From an optimization exercise on the open Yosys and OpenROAD flow, aimed at small area, a short achievable clock period and few clock cycles; shortcuts taken in it are not production practice. In this exercise RTL edits were held to simulation tests only and were not proved equivalent to the original.

==> run a <==
Design via_block, start of the top module:
module via_block (
    input  wire        clk,
    input  wire        rst,
    input  wire        cmd_valid,
    output reg         cmd_ready,
    input  wire [2:0]  cmd_op,       
    input  wire        cmd_unit,     
    input  wire        cmd_debug,    
    input  wire [3:0]  cmd_reg,
    input  wire [31:0] cmd_data,     
    input  wire        i2c_sda_in,   
    input  wire        ser_atn,
    input  wire        ser_clk,
    input  wire        ser_data,
    input  wire [3:0]  joy_data,     
    output reg         rsp_valid,
    output reg  [7:0]  rsp_rdata,
    output reg         rsp_i2c_step,
    output wire        irq1,
    output wire        irq2,
    output wire        pb7_1,
    output wire        pb7_2,
    output reg         i2c_sda_out,
    output reg         i2c_scl_out,
    output reg         joy_latch,
    output reg         joy_clk
);
==> flow/config.mk <==
export PLATFORM = sky130hd
export DESIGN_NAME = via_block
export DESIGN_NICKNAME = via_block
export VERILOG_FILES = /design/flow/design.v
export SDC_FILE = /design/flow/constraint.sdc
export NUM_CORES = 4
export LEC_CHECK = 0
export CAP_MARGIN = 20
export CORE_MARGIN = 2
export CORE_UTILIZATION = 55
export CTS_CLUSTER_DIAMETER = 100
export CTS_CLUSTER_SIZE = 20
export PLACE_DENSITY = 0.7
export SETUP_SLACK_MARGIN = 5
export SLEW_MARGIN = 20
==> flow/constraint.sdc <==
create_clock -name core_clock -period 10.0 [get_ports {clk}]
set_input_delay 2.0000 -clock core_clock [delete_from_list [all_inputs] [get_ports {clk}]]
set_output_delay 2.0000 -clock core_clock [all_outputs]
set_load 0.01 [all_outputs]
run.sh (not shown) runs the stock make flow with config.mk's settings and CLKGATE_MAP_FILE= SYNTH_SCRIPT=/design/flow/synth_recipe.tcl, a recipe that flattens the netlist after the stock synthesis.
==> run b: changes against run a <==
--- a/flow/design.v
+++ b/flow/design.v
@@ -7,43 +7,42 @@
     output wire        done,
     output reg  [16:0] rem,
     output reg  [16:0] p,
     output reg         q_lsb,
     output reg  [31:0] num         
 );
     reg [5:0]  count;    
     wire [16:0] r = rem;
-    wire [28:0] ge;
+    wire [20:0] ge;
     genvar i;
     generate
-        for (i = 0; i < 29; i = i + 1) begin : g_ge
+        for (i = 0; i < 21; i = i + 1) begin : g_ge
             if (i < 16) assign ge[i] = ~|p[16:i+1];
             else        assign ge[i] = 1'b1;
         end
     endgenerate
-    wire [28:0] wide12 = {r, num[31:20]};
-    wire        skip12 = (count >= 6'd12) && ~|(wide12 & ge);
+    wire        skip16 = count[5] && ~|r && ~|num[31:16];
     wire [20:0] wide   = {r, num[31:28]};
-    wire        skip4  = (count >= 6'd4) && ~|(wide & ge[20:0]);
+    wire        skip4  = (count >= 6'd4) && ~|(wide & ge);
     wire [17:0] sh1  = {r, num[31]};
     wire [17:0] df1  = sh1 - {1'b0, p};
     wire        f1   = ~df1[17];
     wire [16:0] r1   = f1 ? df1[16:0] : sh1[16:0];
     wire [17:0] sh2  = {r1, num[30]};
     wire [17:0] df2  = sh2 - {1'b0, p};
     wire        f2   = ~df2[17];
     wire [16:0] r2   = f2 ? df2[16:0] : sh2[16:0];
     reg  [31:0] num_n;
     reg  [16:0] rem_n;
     reg  [5:0]  count_n;
     reg         q_n;
     always @(*) begin
-        if (skip12) begin
-            num_n = {num[19:0], 12'd0}; rem_n = wide12[16:0]; count_n = count - 6'd12; q_n = 1'b0;
+        if (skip16) begin
+            num_n = {num[15:0], 16'd0}; rem_n = r;          count_n = count - 6'd16; q_n = 1'b0;
         end else if (skip4) begin
             num_n = {num[27:0], 4'd0};  rem_n = wide[16:0]; count_n = count - 6'd4;  q_n = 1'b0;
         end else begin
             num_n = {num[29:0], 2'b00}; rem_n = r2;         count_n = count - 6'd2;  q_n = f2;
         end
     end
     assign done = run && count_n == 6'd0;
     always @(posedge clk) begin
@@ -431,22 +430,17 @@
     assign und2 = (|e2[31:17]) | a2[17];
     wire [31:0] r1 = {a1[17] ? k[31:17] : k[31:17] - 15'd1, ~a1[16:0]};
     reg         s_t2a;           
     reg         s_t2;            
     reg         s_first;         
     reg         s_run;           
     reg         s_fin;           
     reg  [18:0] s2;
-    reg eng_busy_r;
-    always @(posedge clk) begin
-        if (rst) eng_busy_r <= 1'b0;
-        else     eng_busy_r <= eng_busy_n;
-    end
-    assign eng_busy = eng_busy_r;
+    assign eng_busy = s_t2a | s_t2 | s_run | s_fin;
     always @(posedge clk) begin
         if (!eng_busy) begin
             d_unit  <= e_sunit;
             s2      <= {3'd0, e2[31:16]} - {3'd0, e2[15:0]};
         end else if (s_t2a) begin
             s2      <= s2 + {2'd0, c2[d_unit]};
         end
     end
CORE_UTILIZATION = 40   (was 55)
CTS_CLUSTER_DIAMETER = default   (was 100)
CTS_CLUSTER_SIZE = default   (was 20)
PLACE_DENSITY = 0.6   (was 0.7)
==> run c: changes against run a <==
--- a/flow/design.v
+++ b/flow/design.v
@@ -2,60 +2,64 @@
     input  wire        clk,
     input  wire        load,
     input  wire        run,
     input  wire [31:0] dividend,
     input  wire [16:0] divisor,
     output wire        done,
     output reg  [16:0] rem,
     output reg  [16:0] p,
+    input  wire [17:0] divisor3,   
     output reg         q_lsb,
     output reg  [31:0] num         
 );
     reg [5:0]  count;    
+    reg [17:0] p3;       
     wire [16:0] r = rem;
     wire [28:0] ge;
     genvar i;
     generate
         for (i = 0; i < 29; i = i + 1) begin : g_ge
             if (i < 16) assign ge[i] = ~|p[16:i+1];
             else        assign ge[i] = 1'b1;
         end
     endgenerate
     wire [28:0] wide12 = {r, num[31:20]};
     wire        skip12 = (count >= 6'd12) && ~|(wide12 & ge);
     wire [20:0] wide   = {r, num[31:28]};
     wire        skip4  = (count >= 6'd4) && ~|(wide & ge[20:0]);
-    wire [17:0] sh1  = {r, num[31]};
-    wire [17:0] df1  = sh1 - {1'b0, p};
-    wire        f1   = ~df1[17];
-    wire [16:0] r1   = f1 ? df1[16:0] : sh1[16:0];
-    wire [17:0] sh2  = {r1, num[30]};
-    wire [17:0] df2  = sh2 - {1'b0, p};
-    wire        f2   = ~df2[17];
-    wire [16:0] r2   = f2 ? df2[16:0] : sh2[16:0];
+    wire [18:0] x2   = {r, num[31:30]};
+    wire [19:0] df1  = {1'b0, x2} - {3'd0, p};
+    wire [19:0] df2  = {1'b0, x2} - {2'd0, p, 1'b0};
+    wire [19:0] df3  = {1'b0, x2} - {2'd0, p3};
+    wire        f1   = ~df1[19];
+    wire        f2   = ~df2[19];
+    wire        f3   = ~df3[19];
+    wire [16:0] r2   = f3 ? df3[16:0] : (f2 ? df2[16:0] : (f1 ? df1[16:0] : x2[16:0]));
+    wire        q2   = f3 | (f1 & ~f2);
     reg  [31:0] num_n;
     reg  [16:0] rem_n;
     reg  [5:0]  count_n;
     reg         q_n;
     always @(*) begin
         if (skip12) begin
             num_n = {num[19:0], 12'd0}; rem_n = wide12[16:0]; count_n = count - 6'd12; q_n = 1'b0;
         end else if (skip4) begin
             num_n = {num[27:0], 4'd0};  rem_n = wide[16:0]; count_n = count - 6'd4;  q_n = 1'b0;
         end else begin
-            num_n = {num[29:0], 2'b00}; rem_n = r2;         count_n = count - 6'd2;  q_n = f2;
+            num_n = {num[29:0], 2'b00}; rem_n = r2;         count_n = count - 6'd2;  q_n = q2;
         end
     end
     assign done = run && count_n == 6'd0;
     always @(posedge clk) begin
         if (load) begin
             num   <= dividend;
             rem   <= 17'd0;
             p     <= divisor;
+            p3    <= divisor3;
             count <= 6'd32;
         end else if (run) begin
             num   <= num_n;
             rem   <= rem_n;
             count <= count_n;
             q_lsb <= q_n;
         end
     end
@@ -452,16 +456,17 @@
     end
     wire        div_done;
     wire [16:0] div_rem, div_p;
     wire        div_q_lsb;
     wire [31:0] div_num;
     seq_div divider (
         .clk(clk), .load(!eng_busy), .run(s_run),
         .dividend(r1), .divisor({1'b0, l1m} + 17'd2),
+        .divisor3({1'b0, l1m, 1'b0} + {2'b0, l1m} + 18'd6),
         .done(div_done), .rem(div_rem), .p(div_p), .q_lsb(div_q_lsb),
         .num(div_num)
     );
     wire [16:0] x_in = s_first ? div_num[16:0] : div_rem;
     wire [17:0] x    = {1'b0, div_p} + {1'b1, ~x_in};
     wire        once = s_first && ~|div_num[31:17] && ~x[17];
     wire start1 = is_step && und1;
     wire start2 = is_step && und2;
@@ -485,19 +490,19 @@
     wire q_odd  = s_fin & div_q_lsb;     
     wire run1d  = t1_run[d_unit];
     wire cont1d = acr[d_unit][6];
     assign eng_t1_we  = once | s_fin;
     assign eng_c1     = x[16:0];
     assign eng_ifr6   = run1d;
     assign eng_t1_run = run1d & cont1d;
     assign eng_pb7    = pb7[d_unit] ^ (run1d & (cont1d ? ~q_odd : 1'b1));
-    wire        s2_neg = s2[18];
-    wire        s2_big = ~s2[18] & (s2[17:0] >= 18'h10001);
-    wire [18:0] c2u    = s2 + (s2_neg ? 19'h10001 : (s2_big ? 19'h6FFFF : 19'h0));
+    wire [18:0] s2_up = s2 + 19'h10001;
+    wire [18:0] s2_dn = s2 - 19'h10001;
+    wire [18:0] c2u   = s2[18] ? s2_up : (s2_dn[18] ? s2 : s2_dn);
     assign eng_t2_we  = s_t2;
     assign eng_c2     = c2u[16:0];
     assign eng_ifr5   = t2_run[d_unit];
     always @(posedge clk) begin
         if (rst) begin
             rsp_valid    <= 1'b0;
             rsp_i2c_step <= 1'b0;
         end else begin
==> flow/flow/run.sh (new file) <==
#!/bin/bash
set -euo pipefail
SETUP_MARGIN=6.0

# standard.sh's make command with the margin added; the DEF is written below
sed -e "s/ \"\\\${@:-finish}\"\$/ SETUP_SLACK_MARGIN=${SETUP_MARGIN} \"\${@:-finish}\"/" \
    -e '/^if \[\[ -f /,/^fi$/d' standard.sh > standard_margin.sh
grep -q "SETUP_SLACK_MARGIN=${SETUP_MARGIN} " standard_margin.sh
! grep -q "write_def" standard_margin.sh

bash standard_margin.sh finish > make.log 2>&1

# final DEF, as standard.sh writes it
RESULTS=orfs/results/${FLOW_PLATFORM}/via_block/base
: # left out here: write the final layout as DEF
==> flow/standard.sh (new file) <==
#!/bin/bash
# synth_recipe.tcl (not shown) runs the flow's synth.tcl, then flattens the netlist and writes it again
# the make line also repeats each setting of config.mk as NAME=value (left out here)
make -C /OpenROAD-flow-scripts/flow DESIGN_CONFIG=/design/flow/config.mk WORK_HOME=/design/flow/orfs CLKGATE_MAP_FILE= SYNTH_SCRIPT=/design/flow/synth_recipe.tcl "${@:-finish}"
CORE_UTILIZATION = 65   (was 55)
PLACE_DENSITY = 0.75   (was 0.7)
SETUP_SLACK_MARGIN = default   (was 5)
removed: flow/run.sh
==> impl_metrics.ini <==
[power_and_ir_drop]
intPower_mw = 2.96
power.share.combinational = 0.178
comb-power_uw = 762

[synth]
syn_area_per_cell_um2 = 8.31
synth_edf_count = 137

[layout]
seq_area_mm2 = 0.0113
buffer_area_frac = 0.0408
area_delta_synth_final_pct = 7.67

[setup_path]
critical-path-max-stage-delay_ps = 930
critical_path.startpoint = e_op[2]

[global_routing]
grt_util_met1 = 0.559
grtUsageMet3 = 0.100

[die]
fp.dieW_um = 233

[run_status]
status = finished clean
[end of results for run c]
==> impl_metrics.ini <==
[run]
max_cap_viol_count = 0

[power_and_ir_drop]
power_leakage_nw = 13.0
intPower_mw = 7.62
comb-power_mw = 9.46
power.share.combinational = 0.666

[run_status]
status = finished clean

[layout]
area_delta_synth_final_pct = 14.4
buffer_area_frac = 0.0433
seq_area_mm2 = 0.0108

[die]
fp.dieW_um = 285

[setup_path]
critical_path.startpoint = divider.p[1]
critical-path-max-stage-delay_ps = 400

[global_routing]
grt_util_met1 = 0.388
[end of results for run b]
==> impl_metrics.ini <==
[run_status]
status = finished clean

[setup_path]
critical-path-max-stage-delay_ps = 420

[layout]
buffer_area_frac = 0.0432
area_delta_synth_final_pct = 9.21

[die]
fp.dieW_um = 244

[power_and_ir_drop]
power.share.combinational = 0.216
comb-power_uw = 951
intPower_mw = 3.04

[global_routing]
grt_util_met1 = 0.486
grtUsageMet3 = 0.0563

[synth]
synth_edf_count = 120
syn_area_per_cell_um2 = 8.24
[end of results for run a]
Testbench counts of run a, summed over its fixed seeds: cycles 18,760.
Testbench counts of run b, summed over its fixed seeds: cycles 19,275.
Testbench counts of run c, summed over its fixed seeds: cycles 18,760.

==> what the ideal ports hide <==
How much do the figures lean on ideal ports? The routed layouts below were timed once more, with nothing changed but the port constraints.
Step 1: set_driving_cell puts a clkbuf_16 on clk and a buf_2 on each other input, an assumption about the parent block.
Step 2 adds t to the input delays and takes it off the output delays; t is the mean of the earliest and latest rising clock arrival at the registers after step 1. Input paths then give back, and output paths get back, about the clock's delay inside the block.
Slacks: no drivers / after step 1 / after step 2; pairs: no drivers / after step 1.
| run | t (ns) | slack for setup (ns) | hold slack, ns | worst setup path at the end | slew at the worst register clock pin (ns) |
|---|---|---|---|---|---|
| run a | 0.679 | 4.966 / 4.966 / 4.966 | 0.456 / 0.456 / 0.456 | register to register | 0.09 / 0.09 |
| run b | 0.687 | 5.042 / 5.042 / 5.042 | 0.454 / 0.454 / 0.454 | register to register | 0.07 / 0.07 |
| run c | 0.695 | 6.036 / 5.982 / 5.646 | 0.455 / 0.455 / 0.455 | input to register | 0.10 / 0.10 |
After both steps setup and hold are still met in every run listed. The setup slack of run c, which loses most, moves by -0.054 ns with the drivers and by -0.390 ns with both steps.
